From an optimization exercise on the open Yosys and OpenROAD flow, aimed at small area, a short achievable clock period and few clock cycles; shortcuts taken in it are not production practice.
Function was checked by simulation only, so behaviour that the tests miss may differ from the original.
Power is estimated from default activity; no workload was simulated.

==> flow/config.mk <==
export PLATFORM = sky130hd
export DESIGN_NAME = bdu
export DESIGN_NICKNAME = bdu
export VERILOG_FILES = /design/flow/design.v
export SDC_FILE = /design/flow/constraint.sdc
export NUM_CORES = 4
export LEC_CHECK = 0
export CAP_MARGIN = 30
export CORE_MARGIN = 2
export CORE_UTILIZATION = 40
export PLACE_DENSITY = 0.6
export SLEW_MARGIN = 30
==> flow/constraint.sdc <==
create_clock -name core_clock -period 13.0 [get_ports {clk}]
set_input_delay 2.6000 -clock core_clock [delete_from_list [all_inputs] [get_ports {clk}]]
set_output_delay 2.6000 -clock core_clock [all_outputs]
set_load 0.01 [all_outputs]
==> flow/design.v <==
module bdu (
    input  wire        clk,
    input  wire        rst,           
    input  wire        reg_we,
    input  wire [3:0]  reg_waddr,
    input  wire [31:0] reg_wdata,
    input  wire [3:0]  reg_raddr,
    output reg  [31:0] reg_rdata,
    output wire        irq,
    output wire        busy,
    output reg         raw_re,
    output reg  [14:0] raw_addr,
    input  wire [7:0]  raw_rdata,
    output reg         plane_en,
    output reg         plane_we,
    output reg  [13:0] plane_addr,
    output reg  [7:0]  plane_wdata,
    input  wire [7:0]  plane_rdata,
    output reg         rgb_we,
    output reg  [15:0] rgb_addr,
    output reg  [7:0]  rgb_wdata
);
    localparam [33:0] RAW_CAP   = 34'd32768;
    localparam [33:0] PLANE_CAP = 34'd16384;
    localparam [33:0] RGB_CAP   = 34'd49152;
    localparam [1:0] PH_IDLE = 2'd0, PH_UNPACK = 2'd1, PH_DEMOSAIC = 2'd2, PH_HALT = 2'd3;
    localparam [3:0] E_ARG_CMD = 4'd1, E_ARG_CFG = 4'd2, E_ALLOC = 4'd3,
                     E_SHORT_READ = 4'd4, E_BOUNDS = 4'd5;
    localparam [3:0] R_CTRL = 4'd0, R_CMD = 4'd1, R_STATUS = 4'd2, R_WIDTH = 4'd3,
                     R_HEIGHT = 4'd4, R_BITDEPTH = 4'd5, R_PATTERN = 4'd6,
                     R_RAW_LEN = 4'd7, R_PIX = 4'd8, R_FPIX = 4'd9, R_FADDR = 4'd10;
    reg        ie;
    reg [15:0] width, height;
    reg [4:0]  bitdepth;
    reg [1:0]  pattern;
    reg [31:0] raw_len;
    reg [1:0]  phase;
    reg [31:0] pix;
    reg        chain;
    reg        done, patnop;
    reg [3:0]  ecode;
    reg [31:0] fpix, faddr;
    reg [3:0]  step;              
    reg [15:0] col;               
    reg        line_odd;          
    reg [7:0]  b0;                
    reg [7:0]  op0, op1, op2, op3;  
    assign busy = (phase == PH_UNPACK) || (phase == PH_DEMOSAIC);
    assign irq  = ie && (done || phase == PH_HALT);
    wire [31:0] npix      = width * height;
    wire [36:0] nbits     = npix * bitdepth;
    wire [33:0] rawlen    = (nbits + 37'd7) >> 3;
    wire [36:0] nbits10   = npix * 5'd10;
    wire [33:0] rawlen10  = (nbits10 + 37'd7) >> 3;
    wire [33:0] rgblen    = {2'b00, npix} * 34'd3;
    wire legal_depth = (bitdepth >= 5'd1 && bitdepth <= 5'd10) ||
                       bitdepth == 5'd12 || bitdepth == 5'd16;
    wire dims_zero   = (width == 16'd0) || (height == 16'd0);
    always @(*) begin
        case (reg_raddr)
            R_CTRL:     reg_rdata = {31'd0, ie};
            R_STATUS:   reg_rdata = {20'd0, ecode, 2'b00, phase, patnop,
                                     (phase == PH_HALT), done, busy};
            R_WIDTH:    reg_rdata = {16'd0, width};
            R_HEIGHT:   reg_rdata = {16'd0, height};
            R_BITDEPTH: reg_rdata = {27'd0, bitdepth};
            R_PATTERN:  reg_rdata = {30'd0, pattern};
            R_RAW_LEN:  reg_rdata = raw_len;
            R_PIX:      reg_rdata = pix;
            R_FPIX:     reg_rdata = fpix;
            R_FADDR:    reg_rdata = faddr;
            default:    reg_rdata = 32'd0;
        endcase
    end
    wire [36:0] bitoff   = pix * bitdepth;
    wire [33:0] byteoff  = bitoff[36:3];
    wire [2:0]  shift    = bitoff[2:0];
    wire        need_b1  = (bitdepth != 5'd8) && (byteoff + 34'd1 < rawlen);
    wire [7:0]  b1       = need_b1 ? raw_rdata : 8'd0;
    wire [15:0] window   = {b1, b0} >> shift;
    wire [15:0] dmask    = (16'd1 << bitdepth) - 16'd1;
    wire [15:0] value    = (bitdepth == 5'd16) ? window : (window & dmask);
    wire [23:0] scaled   = ({value, 8'd0}) >> bitdepth;
    wire [7:0]  unpacked = scaled[7:0];
    wire        row_odd  = (col[0] == 1'b0);    
    wire        is_oe    = line_odd && !row_odd;
    wire [3:0]  nreads   = is_oe ? 4'd4 : 4'd3;
    wire [33:0] c        = {2'b00, pix};
    wire [33:0] w34      = {18'd0, width};
    reg  [33:0] rd_idx;
    always @(*) begin
        rd_idx = c;
        case ({line_odd, row_odd})
            2'b11: case (step)                
                       4'd0:    rd_idx = c + w34 + 34'd1;
                       4'd1:    rd_idx = c + 34'd1;
                       default: rd_idx = c;
                   endcase
            2'b10: case (step)                
                       4'd0:    rd_idx = c + w34;
                       4'd1:    rd_idx = c;
                       4'd2:    rd_idx = c + w34 - 34'd1;
                       default: rd_idx = c - 34'd1;
                   endcase
            2'b01: case (step)                
                       4'd0:    rd_idx = c + 34'd1;
                       4'd1:    rd_idx = c;
                       default: rd_idx = c - w34;
                   endcase
            default: case (step)              
                       4'd0:    rd_idx = c;
                       4'd1:    rd_idx = c - 34'd1;
                       default: rd_idx = c - w34 - 34'd1;
                   endcase
        endcase
    end
    wire        rd_oob   = rd_idx >= {2'b00, npix};
    wire [8:0]  gsum     = {1'b0, op1} + {1'b0, op2};
    wire [7:0]  comp_b   = op0;
    wire [7:0]  comp_g   = is_oe ? gsum[8:1] : op1;
    wire [7:0]  comp_r   = is_oe ? op3 : op2;
    wire [33:0] rgb_base = c * 34'd3;
    wire cmd_wr   = reg_we && (reg_waddr == R_CMD);
    wire is_srst  = reg_wdata == 32'h0000_0004;
    wire is_unp   = reg_wdata == 32'h0000_0001;
    wire is_dem   = reg_wdata == 32'h0000_0002;
    wire is_conv  = (reg_wdata & 32'hFFFF_00FF) == 32'h0000_0003;
    wire cfg_ok   = (phase == PH_IDLE) || (phase == PH_HALT);
    task automatic do_reset;
        begin
            ie       <= 1'b0;
            width    <= 16'd0;
            height   <= 16'd0;
            bitdepth <= 5'd10;
            pattern  <= 2'd0;
            raw_len  <= 32'd0;
            phase    <= PH_IDLE;
            pix      <= 32'd0;
            chain    <= 1'b0;
            done     <= 1'b0;
            patnop   <= 1'b0;
            ecode    <= 4'd0;
            fpix     <= 32'd0;
            faddr    <= 32'd0;
            step     <= 4'd0;
            col      <= 16'd0;
            line_odd <= 1'b1;
        end
    endtask
    task automatic fault(input [3:0] code, input [31:0] fp, input [31:0] fa);
        begin
            ecode <= code;
            fpix  <= fp;
            faddr <= fa;
            chain <= 1'b0;
            phase <= PH_HALT;
        end
    endtask
    task automatic start_phase(input [1:0] ph, input ch);
        begin
            chain    <= ch;
            pix      <= 32'd0;
            phase    <= ph;
            step     <= 4'd0;
            col      <= 16'd0;
            line_odd <= 1'b1;
        end
    endtask
    always @(posedge clk) begin
        raw_re   <= 1'b0;
        plane_en <= 1'b0;
        plane_we <= 1'b0;
        rgb_we   <= 1'b0;
        if (rst) begin
            do_reset;
        end else if (cmd_wr && is_srst) begin
            do_reset;
        end else begin
            if (reg_we) begin
                case (reg_waddr)
                    R_CTRL:     ie <= reg_wdata[0];
                    R_WIDTH:    if (cfg_ok) width    <= reg_wdata[15:0];
                    R_HEIGHT:   if (cfg_ok) height   <= reg_wdata[15:0];
                    R_BITDEPTH: if (cfg_ok) bitdepth <= reg_wdata[4:0];
                    R_PATTERN:  if (cfg_ok) pattern  <= reg_wdata[1:0];
                    R_RAW_LEN:  if (cfg_ok) raw_len  <= reg_wdata;
                    default: ;
                endcase
            end
            if (cmd_wr && phase == PH_IDLE) begin
                done   <= 1'b0;
                patnop <= 1'b0;
                if (is_unp) begin
                    if (dims_zero || !legal_depth)
                        fault(E_ARG_CFG, 32'd0, reg_wdata);
                    else if (rawlen > RAW_CAP || {2'b00, npix} > PLANE_CAP)
                        fault(E_ALLOC, 32'd0, reg_wdata);
                    else if ({2'b00, raw_len} < rawlen)
                        fault(E_SHORT_READ, 32'd0, reg_wdata);
                    else
                        start_phase(PH_UNPACK, 1'b0);
                end else if (is_dem) begin
                    if (dims_zero)
                        fault(E_ARG_CFG, 32'd0, reg_wdata);
                    else if ({2'b00, npix} > PLANE_CAP || rgblen > RGB_CAP)
                        fault(E_ALLOC, 32'd0, reg_wdata);
                    else if (pattern != 2'd0) begin
                        pix    <= 32'd0;
                        patnop <= 1'b1;
                        done   <= 1'b1;
                    end else
                        start_phase(PH_DEMOSAIC, 1'b0);
                end else if (is_conv) begin
                    if (reg_wdata[15:8] != 8'd0)
                        fault(E_ARG_CMD, 32'd0, reg_wdata);
                    else begin
                        bitdepth <= 5'd10;
                        pattern  <= 2'd0;
                        if (dims_zero)
                            fault(E_ARG_CFG, 32'd0, reg_wdata);
                        else if (rawlen10 > RAW_CAP || {2'b00, npix} > PLANE_CAP ||
                                 rgblen > RGB_CAP)
                            fault(E_ALLOC, 32'd0, reg_wdata);
                        else if ({2'b00, raw_len} < rawlen10)
                            fault(E_SHORT_READ, 32'd0, reg_wdata);
                        else
                            start_phase(PH_UNPACK, 1'b1);
                    end
                end else begin
                    fault(E_ARG_CMD, 32'd0, reg_wdata);
                end
            end
            if (phase == PH_UNPACK) begin
                case (step)
                    4'd0: begin
                        raw_re   <= 1'b1;
                        raw_addr <= byteoff[14:0];
                        step     <= 4'd1;
                    end
                    4'd1: begin
                        step <= 4'd2;
                    end
                    4'd2: begin
                        b0 <= raw_rdata;
                        if (need_b1) begin
                            raw_re   <= 1'b1;
                            raw_addr <= byteoff[14:0] + 15'd1;
                        end
                        step <= 4'd3;
                    end
                    4'd3: begin
                        step <= 4'd4;
                    end
                    4'd4: begin
                        plane_en    <= 1'b1;
                        plane_we    <= 1'b1;
                        plane_addr  <= pix[13:0];
                        plane_wdata <= unpacked;
                        step        <= 4'd0;
                        if (pix + 32'd1 == npix) begin
                            if (chain) begin
                                chain <= 1'b0;
                                start_phase(PH_DEMOSAIC, 1'b0);
                            end else begin
                                pix  <= pix + 32'd1;
                                step <= 4'd5;
                            end
                        end else begin
                            pix <= pix + 32'd1;
                        end
                    end
                    default: begin
                        phase <= PH_IDLE;
                        done  <= 1'b1;
                        step  <= 4'd0;
                    end
                endcase
            end
            if (phase == PH_DEMOSAIC) begin
                if (step == 4'd8) begin
                    phase <= PH_IDLE;
                    done  <= 1'b1;
                    step  <= 4'd0;
                end else if (step < nreads) begin
                    if (rd_oob) begin
                        fault(E_BOUNDS, pix, rd_idx[31:0]);
                    end else begin
                        plane_en   <= 1'b1;
                        plane_addr <= rd_idx[13:0];
                        step       <= step + 4'd1;
                    end
                end else if (step == nreads) begin
                    step <= step + 4'd1;
                end else if (step == nreads + 4'd1) begin
                    rgb_we    <= 1'b1;
                    rgb_addr  <= rgb_base[15:0];
                    rgb_wdata <= comp_b;
                    step      <= step + 4'd1;
                end else if (step == nreads + 4'd2) begin
                    rgb_we    <= 1'b1;
                    rgb_addr  <= rgb_base[15:0] + 16'd1;
                    rgb_wdata <= comp_g;
                    step      <= step + 4'd1;
                end else begin
                    rgb_we    <= 1'b1;
                    rgb_addr  <= rgb_base[15:0] + 16'd2;
                    rgb_wdata <= comp_r;
                    step      <= 4'd0;
                    pix       <= pix + 32'd1;
                    if (col + 16'd1 == width) begin
                        col      <= 16'd0;
                        line_odd <= !line_odd;
                    end else begin
                        col <= col + 16'd1;
                    end
                    if (pix + 32'd1 == npix)
                        step <= 4'd8;
                end
            end
        end
    end
    always @(posedge clk) begin
        if (phase == PH_DEMOSAIC) begin
            case (step)
                4'd2: op0 <= plane_rdata;
                4'd3: op1 <= plane_rdata;
                4'd4: op2 <= plane_rdata;
                4'd5: op3 <= plane_rdata;
                default: ;
            endcase
        end
    end
endmodule
==> flow/run.sh <==
#!/bin/bash
# synth_recipe.tcl (not shown) runs the flow's synth.tcl, then flattens the netlist and writes it again
# the make line also repeats each setting of config.mk as NAME=value (left out here)
make -C /OpenROAD-flow-scripts/flow DESIGN_CONFIG=/design/flow/config.mk WORK_HOME=/design/flow/orfs CLKGATE_MAP_FILE= SYNTH_SCRIPT=/design/flow/synth_recipe.tcl finish
==> run notes <==
-- routing by layer --
metal / global-route usage / share of wire / vias up / routed length [µm]
met5: 0 / 0.00050 / - / 124
met4: 0.150 / 0.053 / 20 / 13200
met3: 0.0636 / 0.10 / 595 / 25100
met2: 0.512 / 0.42 / 3120 / 105000
met1: 0.478 / 0.43 / 28700 / 106000
li1: - / - / 26600 / -
-- tightest hold or removal path, cell delays in order, from the launching register on --
cell and delay, ps:
dfxtp_1 310, nand2_1 50, nor3_1 40
-- layout by cell type (no fill, tap or decap), types with 76 or more instances in the layout --
cell,count
nor2_1,589
o21ai_0,352
edfxtp_1,101
a22oi_1,79
clkdlybuf4s50_1,157
xnor2_1,262
a221oi_1,83
a31oi_1,76
buf_4,580
inv_1,583
nand3_1,184
dfxtp_1,172
a21oi_1,426
nand4_1,93
xor2_1,136
nand2_1,802
fa_1,374
and2_1,276
a21o_1,132
ha_1,525
nor3_1,166
-- worst paths after layout --
kind / start / depth (start not counted) / slack, ps / endpoint
worst max-delay path: height[4] / 49 / 330 / plane_wdata[4]
worst min-delay path: ecode[3] / 2 / 450 / ecode[3]
worst max register to register: height[4] / 49 / 330 / plane_wdata[4]
worst min register to register: ecode[3] / 2 / 450 / ecode[3]
-- area by class of cell --
| type | instances | area [µm²] | area share |
|---|---|---|---|
| clock inverter | 32 | 443 | 0.00680 |
| clock buffer | 46 | 1080 | 0.0165 |
| timing repair buffer | 760 | 6340 | 0.0974 |
| antenna | 9 | 22.5 | 0.000346 |
| inverter | 600 | 2260 | 0.0347 |
| tap | 1876 | 2350 | 0.0361 |
| multi-input combinational | 5932 | 45500 | 0.699 |
| sequential | 303 | 7130 | 0.110 |
-- per-stage QoR --
stage	worst slack [ps]	setup TNS (ps)	util	hold slack (ps)	std cells
final	326	0	0.468	446	9558
after global routing	-20.7	-20.7	0.468	479	9552
after CTS	0.707	0	0.463	437	9537
after detailed placement	-327	-2890	0.451	426	9452
after global placement	-255	-1490	0.450	425	9450
after floorplan	78.3	0	-	414	7298
-- cells by family after synthesis --
family	after synthesis
DFF	303
and+or+nand+nor	2626
adders and majority gates	930
buffers and inverters	1063
AOI/OAI and AO/OA	1892
muxes	76
xor gates and xnor gates	408
-- state kept, by name (all words and copies together) (netlist names), 4 cells and up --
register,cells
faddr,32
fpix,32
pix,32
raw_len,32
col,16
height,16
rgb_addr,16
width,16
raw_addr,15
plane_addr,14
b0,8
op0,8
op1,8
op2,8
op3,8
plane_wdata,8
rgb_wdata,8
bitdepth,5
ecode,4
step,4
-- timing repair --
action / in CTS / in global routing
pin swaps: 7 / 73
gates resized for setup: 36 / 144
gates cloned: 0 / 0
hold endpoints to repair: 0 / 0
endpoints found under the setup margin: 38 / 129
buffers inserted: 7 / 13
-- power breakdown --
group | switching (W) | internal, W | leakage (nW) | total (W)
Sequential | 0.0000420 | 0.00102 | 2.62 | 0.00106
Combinational | 0.000787 | 0.000369 | 25.9 | 0.00116
Clock | 0.000549 | 0.000772 | 0.746 | 0.00132
Total | 0.00138 | 0.00216 | 29.2 | 0.00354
==> flow_summary_export.csv <==
group,metric,value,unit
synthesis,synthTopCellsByArea,"fa_1 14%, ha_1 12%, dfxtp_1 7.2%",
synthesis,synthMuxAreaShare,0.0139,
detailed_routing,vias_per_cell,6.18,
sta,post-route-period-util,0.975,
setup_path,crit_path_frequent_cell,"fa_1",
synthesis,synth_top_family_by_area,"adder cells",
global_route,antenna_found_initial,22,
sta,max_freq,78.9,MHz
final_layout,finalNetCount,8628,
detailed_routing,drt_pre_antenna_iters,9,
clock_network,ctsHtreeMaxLevel,2,
power,finalPower,0.00354,W
global_route,grt.overflow.total,0,
sta,hold_viol,0,
global_route,grt_pass1_wl,369,mm
synthesis,synth-compound-area-share,0.231,
floorplan,initial_core_util,0.401,
floorplan,fp-row-count,137,
final_layout,fill_cells,13900,
detailed_routing,drtAntennaViolNets,0,
sta,skew,31.9,ps
detailed_routing,wl,249,mm
synthesis,yosys.cell_count.top_type,"nand2_1",
synthesis,ys_ff_latch,303,
clock_network,cts.path.max_buffers,3,
floorplan,dieHeight,378,µm
global_route,grt_pass1_vias,55900,
setup_path,critPathArrivalTime,13170,ps
synthesis,mappedNetlistArea,55800,µm²
floorplan,die_area,143000,µm²
synthesis,ys_warn_count,1,
global_route,grt_max_degree,66,
clock_network,cts_tree,"done",
synthesis,seq_area_frac_synth,0.127,
sta,setup_violations,0,
setup_path,cpPeakStageDelay,600,ps
setup_path,required,13500,ps
clock_network,clk_pin_slew,60,ps
setup_path,crit_path_start_kind,"flop",
final_layout,final_area,65100,µm²
detailed_routing,wire_per_inst,26.1,µm
synthesis,post-synth-top-area-fraction,0.137,
synthesis,synth_edf_count,101,
clock_network,clk_latency,650,ps
synthesis,async_reset_ff_frac,0,
place,dpl_cell_area,62700,µm²
power,power.density,54.3,nW/µm²
synthesis,synthDistinctLibCells,113,
synthesis,synthAdderAreaFrac,0.260,
clock_network,clock-sinks,303,
synthesis,synthXorXnorAreaFrac,0.0655,
sta,relSlewSlack,0.256,
floorplan,die_w,378,µm
setup_path,critPathTopFamily,"adder cells",
sta,slew_viol_final,0,
final_layout,syn2layout_area_growth,16.6,%
floorplan,core,139000,µm²
clock_network,cts-root-buf,"clkbuf_16",
synthesis,synth_top_flop_cell,"dfxtp_1",
place,dp_hpwl,200,mm
setup_path,cp_slowest_cell,"fa_1",
synthesis,yosys.area.top_type,"fa_1",
setup_path,cp-end-kind,"flop",
power,power.leakage,29.2,nW
place,gp_congestion,1.00,
sta,worst_slew_pin_slew,1120,ps
final_layout,drive_gt1_frac,0.124,
hold_path,hold_class,"flop to flop",
floorplan,io_pins,158,
synthesis,postSynthAreaPerCell,7.65,µm²
synthesis,synthCells,7298,
synthesis,yosys.area_share.simple,0.230,
place,io_buffers,157,
detailed_routing,drt_iter0_drc,7527,
clock_network,hold_buffers,0,
synthesis,synth_nets,8287,
outcome,status,"complete, no violations",
clock_network,numCtsBuffers,42,
detailed_routing,route.detailed.drc,0,
setup_path,crit_fanout,8,
global_route,grtUsageTotal,0.342,
detailed_routing,via_count,59000,
flow_run,cap_violations,0,
setup_path,critPathKind,"flop to flop",
power,ir_drop,0.0000875,V
setup_path,path_buf_inv,14,
sta,fin_crit,12670,ps
synthesis,synth.top_cells.by_count,"808 x nand2_1, 604 x nor2_1, 589 x inv_1",
Testbench counts, summed over its fixed seeds: cycles 737,804.

-- what the ideal ports hide --
In the flow no input, the clock included, has a driving cell. The finished layout below was timed again as built, in two steps.
Step 1, drivers: a clkbuf_16 drives clk and a buf_2 each remaining input, both assumed.
Step 2, shift: input delay + t, output delay - t, t = (earliest + latest rising clock arrival at the registers) / 2. This alone moves slack from input paths to output paths.
Slacks: ideal / step 1 / step 2; pairs: ideal / step 1.
t, ns: 0.723
setup WS [ns]: 0.326 / 0.326 / 0.326
slew at the worst register clock pin (ns): 0.07 / 0.07
cell pins on the clock port's net: 1
After both steps setup and hold are still met in this run. For this run, drivers alone change the setup slack by 0.000 ns; drivers and shift together by 0.000 ns.
